From an optimization exercise on the open Yosys and OpenROAD flow, aimed at small area, a short achievable clock period and few clock cycles; shortcuts taken in it are not production practice. Only simulation tests tie the RTL to the original design; equivalence was not proved. Power figures rest on the tool's default switching activity, not on a simulated workload.

`flow/design.v`:
```
module mix_core (
    input  wire        clk,
    input  wire        rst,
    output reg         mem_req,
    output reg         mem_we,
    output reg  [11:0] mem_addr,
    output reg  [30:0] mem_wdata,
    input  wire        mem_ack,
    input  wire [30:0] mem_rdata,
    output wire        halted,
    output reg  [2:0]  fault_kind,
    output reg  [13:0] fault_operand,
    output reg  [11:0] pc,
    output reg         ov,
    output reg  [30:0] rA,
    output reg  [30:0] rX,
    output reg  [12:0] rI1,
    output reg  [12:0] rI2,
    output reg  [12:0] rI3,
    output reg  [12:0] rI4,
    output reg  [12:0] rI5,
    output reg  [12:0] rI6
);
    localparam [2:0] F_NONE      = 3'd0;
    localparam [2:0] F_INDEX     = 3'd1;   
    localparam [2:0] F_INDEXSPEC = 3'd2;   
    localparam [2:0] F_ARG       = 3'd3;   
    localparam [2:0] F_OPCODE    = 3'd4;   
    localparam [2:0] S_FETCH  = 3'd0;
    localparam [2:0] S_DECODE = 3'd1;
    localparam [2:0] S_READ   = 3'd2;
    localparam [2:0] S_EXEC   = 3'd3;
    localparam [2:0] S_WRITE  = 3'd4;
    localparam [2:0] S_HALT   = 3'd5;
    localparam [11:0] MEM_SIZE = 12'd4000;
    reg [2:0]  state;
    reg [30:0] ir;        
    reg [30:0] mdr;       
    reg [13:0] ea;        
    assign halted = (state == S_HALT);
    wire       ins_sign = ir[30];
    wire [11:0] ins_addr = ir[29:18];
    wire [5:0] ins_i    = ir[17:12];
    wire [5:0] ins_f    = ir[11:6];
    wire [5:0] ins_c    = ir[5:0];
    wire [2:0] fl       = ins_f[5:3];
    wire [2:0] fr       = ins_f[2:0];
    wire field_ok = (fr <= 3'd5) && (fl <= fr);
    wire op_add   = (ins_c == 6'd1);
    wire op_sub   = (ins_c == 6'd2);
    wire op_arith = op_add || op_sub;
    wire op_load  = (ins_c >= 6'd8)  && (ins_c <= 6'd15);
    wire op_loadn = (ins_c >= 6'd16) && (ins_c <= 6'd23);
    wire op_store = (ins_c >= 6'd24) && (ins_c <= 6'd33);
    wire op_known = op_arith || op_load || op_loadn || op_store;
    wire [2:0] reg_sel = ins_c[2:0];
    wire store_j = (ins_c == 6'd32);
    wire store_z = (ins_c == 6'd33);
    wire store_half = op_store && !store_z &&
                      (store_j || (reg_sel >= 3'd1 && reg_sel <= 3'd6));
    wire [2:0] f_start = (fl == 3'd0) ? 3'd1 : fl;
    wire [2:0] f_bytes = (fl == 3'd0 && fr == 3'd0) ? 3'd0 : (fr - f_start + 3'd1);
    reg [12:0] idx_val;
    always @(*) begin
        case (ins_i[2:0])
            3'd1: idx_val = rI1;
            3'd2: idx_val = rI2;
            3'd3: idx_val = rI3;
            3'd4: idx_val = rI4;
            3'd5: idx_val = rI5;
            3'd6: idx_val = rI6;
            default: idx_val = 13'd0;
        endcase
    end
    wire [13:0] addr_tc = ins_sign ? -{2'b00, ins_addr} : {2'b00, ins_addr};
    wire [13:0] idx_tc  = idx_val[12] ? -{2'b00, idx_val[11:0]} : {2'b00, idx_val[11:0]};
    wire [13:0] ea_next = addr_tc + ((ins_i == 6'd0) ? 14'd0 : idx_tc);
    wire ea_bad = ea_next[13] || (ea_next[12:0] >= {1'b0, MEM_SIZE});
    function [29:0] low_mask;
        input [2:0] k;
        case (k)
            3'd0: low_mask = 30'h0;
            3'd1: low_mask = 30'h0000003F;
            3'd2: low_mask = 30'h00000FFF;
            3'd3: low_mask = 30'h0003FFFF;
            3'd4: low_mask = 30'h00FFFFFF;
            default: low_mask = 30'h3FFFFFFF;
        endcase
    endfunction
    function [29:0] field_mag;
        input [29:0] mag;
        input [2:0]  r;
        input [2:0]  k;
        reg   [29:0] shifted;
        begin
            shifted   = mag >> (6 * (5 - r));
            field_mag = shifted & low_mask(k);
        end
    endfunction
    wire [29:0] mem_field = field_mag(mdr[29:0], fr, f_bytes);
    wire        mem_fsign = (fl == 3'd0) ? mdr[30] : 1'b0;
    wire [29:0] a_field   = field_mag(rA[29:0], fr, f_bytes);
    wire        a_fsign   = (fl == 3'd0) ? rA[30] : 1'b0;
    wire        load_sign = op_loadn ? (mem_fsign ^ (fl == 3'd0)) : mem_fsign;
    wire [30:0] load_word = {load_sign, mem_field};
    wire [12:0] load_half = {load_sign, mem_field[11:0]};
    wire        b_sign = mem_fsign ^ op_sub;
    reg  [30:0] sum_mag;
    reg         sum_sign;
    always @(*) begin
        if (a_fsign == b_sign) begin
            sum_mag  = {1'b0, a_field} + {1'b0, mem_field};
            sum_sign = a_fsign;
        end else if (a_field >= mem_field) begin
            sum_mag  = {1'b0, a_field} - {1'b0, mem_field};
            sum_sign = a_fsign;
        end else begin
            sum_mag  = {1'b0, mem_field} - {1'b0, a_field};
            sum_sign = b_sign;
        end
        if (sum_mag == 31'd0)
            sum_sign = 1'b0;
    end
    wire        sum_ovf  = sum_mag[30];
    wire [30:0] sum_word = {sum_sign, sum_mag[29:0]};
    reg [30:0] store_src;
    always @(*) begin
        if (store_z || store_j)
            store_src = 31'd0;
        else case (reg_sel)
            3'd0: store_src = rA;
            3'd1: store_src = {rI1[12], 18'd0, rI1[11:0]};
            3'd2: store_src = {rI2[12], 18'd0, rI2[11:0]};
            3'd3: store_src = {rI3[12], 18'd0, rI3[11:0]};
            3'd4: store_src = {rI4[12], 18'd0, rI4[11:0]};
            3'd5: store_src = {rI5[12], 18'd0, rI5[11:0]};
            3'd6: store_src = {rI6[12], 18'd0, rI6[11:0]};
            default: store_src = rX;
        endcase
    end
    wire [29:0] store_mask    = low_mask(f_bytes) << (6 * (5 - fr));
    wire [29:0] store_shifted = store_src[29:0] << (6 * (5 - fr));
    wire [29:0] store_mag     = (mdr[29:0] & ~store_mask) | (store_shifted & store_mask);
    wire        store_sign    = (fl == 3'd0) ? store_src[30] : mdr[30];
    wire [30:0] store_word    = {store_sign, store_mag};
    always @(posedge clk) begin
        if (rst) begin
            state         <= S_FETCH;
            pc            <= 12'd0;
            ov            <= 1'b0;
            rA            <= 31'd0;
            rX            <= 31'd0;
            rI1           <= 13'd0;
            rI2           <= 13'd0;
            rI3           <= 13'd0;
            rI4           <= 13'd0;
            rI5           <= 13'd0;
            rI6           <= 13'd0;
            fault_kind    <= F_NONE;
            fault_operand <= 14'd0;
            mem_req       <= 1'b0;
            mem_we        <= 1'b0;
            mem_addr      <= 12'd0;
            mem_wdata     <= 31'd0;
            ir            <= 31'd0;
            mdr           <= 31'd0;
            ea            <= 14'd0;
        end else begin
            case (state)
                S_FETCH: begin
                    if (!mem_req) begin
                        if (pc >= MEM_SIZE) begin
                            fault_kind    <= F_INDEX;
                            fault_operand <= {2'b00, pc};
                            state         <= S_HALT;
                        end else begin
                            mem_req  <= 1'b1;
                            mem_we   <= 1'b0;
                            mem_addr <= pc;
                        end
                    end else if (mem_ack) begin
                        mem_req <= 1'b0;
                        ir      <= mem_rdata;
                        state   <= S_DECODE;
                    end
                end
                S_DECODE: begin
                    ea <= ea_next;
                    if (ins_i > 6'd6) begin
                        fault_kind    <= F_INDEXSPEC;
                        fault_operand <= {8'd0, ins_i};
                        state         <= S_HALT;
                    end else if (!field_ok) begin
                        fault_kind    <= F_ARG;
                        fault_operand <= {8'd0, ins_f};
                        state         <= S_HALT;
                    end else begin
                        pc <= pc + 12'd1;
                        if (!op_known) begin
                            fault_kind    <= F_OPCODE;
                            fault_operand <= {8'd0, ins_c};
                            state         <= S_HALT;
                        end else if (store_half && f_bytes > 3'd2) begin
                            fault_kind    <= F_ARG;
                            fault_operand <= {11'd0, f_bytes};
                            state         <= S_HALT;
                        end else if (ea_bad) begin
                            fault_kind    <= F_INDEX;
                            fault_operand <= ea_next;
                            state         <= S_HALT;
                        end else begin
                            state <= S_READ;
                        end
                    end
                end
                S_READ: begin
                    if (!mem_req) begin
                        mem_req  <= 1'b1;
                        mem_we   <= 1'b0;
                        mem_addr <= ea[11:0];
                    end else if (mem_ack) begin
                        mem_req <= 1'b0;
                        mdr     <= mem_rdata;
                        state   <= S_EXEC;
                    end
                end
                S_EXEC: begin
                    state <= S_FETCH;
                    if (op_load || op_loadn) begin
                        case (reg_sel)
                            3'd0: rA  <= load_word;
                            3'd1: rI1 <= load_half;
                            3'd2: rI2 <= load_half;
                            3'd3: rI3 <= load_half;
                            3'd4: rI4 <= load_half;
                            3'd5: rI5 <= load_half;
                            3'd6: rI6 <= load_half;
                            default: rX <= load_word;
                        endcase
                    end else if (op_arith) begin
                        rA <= sum_word;
                        if (sum_ovf)
                            ov <= 1'b1;
                    end else begin
                        mem_wdata <= store_word;
                        state     <= S_WRITE;
                    end
                end
                S_WRITE: begin
                    if (!mem_req) begin
                        mem_req  <= 1'b1;
                        mem_we   <= 1'b1;
                        mem_addr <= ea[11:0];
                    end else if (mem_ack) begin
                        mem_req <= 1'b0;
                        mem_we  <= 1'b0;
                        state   <= S_FETCH;
                    end
                end
                default: begin
                    state <= S_HALT;
                end
            endcase
        end
    end
endmodule
```
`flow/run.sh`:
```
#!/bin/bash
# synth_recipe.tcl (not shown) runs the flow's synth.tcl, then flattens the netlist and writes it again
# the make line also repeats each setting of config.mk as NAME=value (left out here)
make -C /OpenROAD-flow-scripts/flow DESIGN_CONFIG=/design/flow/config.mk WORK_HOME=/design/flow/orfs CLKGATE_MAP_FILE= SYNTH_SCRIPT=/design/flow/synth_recipe.tcl finish
```
`flow/config.mk`:
```
export PLATFORM = sky130hd
export DESIGN_NAME = mix_core
export DESIGN_NICKNAME = mix_core
export VERILOG_FILES = /design/flow/design.v
export SDC_FILE = /design/flow/constraint.sdc
export NUM_CORES = 4
export LEC_CHECK = 0
export CAP_MARGIN = 20
export CORE_MARGIN = 2
export CORE_UTILIZATION = 40
export PLACE_DENSITY = 0.6
export SLEW_MARGIN = 20
```
`flow/constraint.sdc`:
```
create_clock -name core_clock -period 10.0 [get_ports {clk}]
set_input_delay 2.0000 -clock core_clock [delete_from_list [all_inputs] [get_ports {clk}]]
set_output_delay 2.0000 -clock core_clock [all_outputs]
set_load 0.01 [all_outputs]
```
==> impl_metrics.yaml <==
synth:
  ys_ff_latch: 292
  syn_area_um2: 23800
  synth-main-ff-cell: "dfxtp_1"
  synth_cell_types: 103
  synth_cells: 3301
  synth_warnings: 1
  synth.area.top_cells: "dfxtp_1 25%, nand2_1 9.3%, a21oi_1 8.2%"
  synth.largest_area_cell: "dfxtp_1"
  ys_seq_area_share_pct: 24.6
  synth_area_per_cell_um2: 7.20
  syn-num-nets: 3458
  yosysTopAreaCellShare_pct: 24.6
  synth_edf_count: 0
  async_reset_ff_share_pct: 0
setup_path:
  crit_path_end_kind: "flop"
  critical_path_class: "reg -> reg"
  required_ns: 10.42
  ff2ff_setup_slack_ns: 1.47
  reg2reg_depth: 22
  critical_path.endpoint: "rA[30]"
  cp-start-kind: "flop"
  cp_max_fo: 59
  timing.rr.end: "rA[30]"
  worstPathArrival_ns: 8.95
  startpoint: "ir[6]"
  r2r-start: "ir[6]"
global_routing:
  grt_overflow_total: 0
  grt_max_degree: 163
  grt_pass1_wl_um: 165000
  grt_use_total_pct: 36.0
  antenna_found_initial: 3
  first_global_vias: 24520
cts:
  root_buffer: "clkbuf_16"
  clkLatencyLatePin_ns: 0.57
  cts_tree: "done"
  clkSinkCount: 292
  ctsHoldBuffers: 0
  path_clk_slew_ns: 0.06
  clk_path_buf_depth: 3
  numCtsBuffers: 35
  cts_setup_buffers: 0
  htreeDepth: 2
  cts_resized: 0
final_layout:
  fillers: 5932
  mostFrequentLayoutCell: "nand2_1"
  final_cell_mix: "586 x nand2_1, 389 x a21oi_1, 372 x nor2_1, 289 x dfxtp_1, 248 x clkdlybuf4s50_1"
  final_area_um2: 28000
  syn_to_final_growth_pct: 18.0
  drive_gt1_share_pct: 7.39
  num-nets-final: 3555
pwr:
  power_mw: 3.57
  power-per-cell-area_nw_per_um2: 127
  p_leak_nw: 10.2
  ir_worst_vdd_v: 0.000138
floorplan:
  design.core.area_um2: 58900
  pin_count: 250
  dieArea_um2: 61400
  start_util_pct: 40.3
  die_h_um: 248
  die_w_um: 248
  rows: 89
detailed_routing:
  via_per_inst: 6.33
  vias: 26576
  wirelength_um: 114000
  wl_per_cell_um: 27.1
  post-route-drc-count: 0
  drtPass1Iterations: 7
  drt-initial-drc-count: 3330
  drtAntennaViolNets: 0
placed_design:
  placed_area_um2: 26800
  place.gp.congestion: 1.00
  io_buffers: 249
  dp_hpwl_um: 86700
hold_path:
  hold_class: "reg -> reg"
sta:
  holdWs_ns: 0.455
  drv_slew: 0
  rsz0062_at_grt: "no"
  clock.fmax_ghz: 0.117
  period_minus_slack_ns: 8.53
  skew_ns: 0.0305
  finalSetupViolations: 0
  hold_viol: 0
  period_share_pct: 85.3
  slew_headroom_pct: 22.2
  worst_pin_slew_ns: 1.16
  final.setup.tns_ns: 0
run:
  maxCapViolCount: 0
outcome:
  status: "finished clean"
sequential cells by signal (all words and copies together), names as in the netlist, 14 cells and up:
register,cells
rX,31
mem_wdata,31
ir,31
fault_operand,14
mdr,31
rA,31
metrics by stage:
step / setup WS (ns) / util (%) / std cells
2_1_floorplan: 2.79 / - / 3301
3_3_place_gp: 1.78 / 45.4 / 4134
3_5_place_dp: 1.67 / 45.5 / 4134
4_1_cts: 1.64 / 47.6 / 4198
5_1_grt: 0.988 / 47.6 / 4198
6_report: 1.47 / 47.6 / 4199
synth_stat cells, types with 10 or more instances:
cell / number
a2111oi_0: 15
a211oi_1: 81
a21o_1: 32
a21oi_1: 389
a221o_1: 10
a221oi_1: 20
a22o_1: 13
a22oi_1: 26
a311oi_1: 16
a31oi_1: 31
and2_1: 15
and3_1: 14
buf_1: 27
buf_2: 27
clkbuf_1: 174
dfxtp_1: 292
ha_1: 119
inv_1: 105
mux2_2: 36
mux2i_1: 91
mux4_2: 36
nand2_1: 587
nand2b_1: 53
nand3_1: 62
nand3b_1: 15
nand4_1: 21
nor2_1: 373
nor2b_1: 33
nor3_1: 64
nor4_1: 14
o211ai_1: 55
o21a_1: 10
o21ai_0: 144
o221ai_1: 12
o22ai_1: 17
or3_1: 14
or4_1: 10
xnor2_1: 54
xor2_1: 22
logic make-up after synthesis:
family | after synthesis | share of synthesized area [%]
xor+xnor | 79 | 3.06
buf+inv | 351 | 6.05
simple gates | 1310 | 24.2
mux | 165 | 9.04
flops | 292 | 24.6
fa+ha+maj | 123 | 6.60
compound gates | 981 | 26.4
worst min-delay path by stage:
| stage | startpoint | end | slack [ns] | cells after the start |
|---|---|---|---|---|
| 2_1_floorplan | ea[0] | ea[0] | 0.44 | 2 |
| 3_3_place_gp | mem_wdata[9] | mem_wdata[9] | 0.45 | 2 |
| 3_5_place_dp | mem_wdata[28] | mem_wdata[28] | 0.45 | 2 |
| 4_1_cts | mem_wdata[28] | mem_wdata[28] | 0.46 | 2 |
| 5_1_grt | mem_wdata[15] | mem_wdata[15] | 0.48 | 2 |
| 6_report | mem_wdata[28] | mem_wdata[28] | 0.46 | 2 |
layout make-up:
type	instances	area [um2]	area share, %
inverter	108	405	1.45
sequential	292	5850	20.9
timing repair buffer	303	2920	10.4
tap	773	967	3.45
clock buffer	48	995	3.55
clock inverter	16	253	0.901
multi-input combinational	2658	16700	59.4
antenna	1	2.50	0.00892
worst max-delay path: stages, from the launching register on:
cell	delay [ns]
dfxtp_4	0.68
clkinv_1	0.26
buf_4	0.31
ha_1	0.27
xnor2_1	0.36
xnor2_2	0.16
buf_4	0.56
nand2_1	0.24
nor3_1	0.48
nor3b_1	0.57
nand2_1	0.29
ha_1	0.51
nand4_1	0.29
nor4_1	0.48
a31oi_1	0.20
o31a_1	0.31
nand2_2	0.73
a21oi_1	0.19
a211o_1	0.35
a21boi_0	0.48
nand4_1	0.16
nor4bb_1	0.34
a31oi_1	0.14
where the power goes:
group          internal [mW]  switching (mW)
registers               1.19          0.0321
logic                  0.303           0.643
clock network          0.836           0.567
routing by layer:
metal	global-route usage, %	part of all wire (%)
met4	14.4	4.2
met3	6.22	9.4
met2	55.0	44
met5	0	0.016
met1	50.2	43
Testbench counts, summed over its fixed seeds: cycles 143,466.

## port drivers added, routing unchanged
How much do the figures lean on ideal ports? The routed layout below was timed once more, with nothing changed but the port constraints. Step 1 assumes that a clkbuf_16 drives the clock port and a buf_2 every other input. Step 2 moves the port delays by t, midway between the first and last clock arrival at a register: inputs arrive t later, outputs are due t later. That takes back most of the time a late clock gives input paths. a / b / c = no drivers / after step 1 / after step 2; a / b = the first two.
shift t [ns]: 0.617
setup slack, ns: 1.470 / 1.470 / 1.470
worst hold slack (ns): 0.455 / 0.455 / 0.455
After both steps setup and hold are still met in this run. The setup slack of this run moves by 0.000 ns with the drivers and by 0.000 ns with both steps.
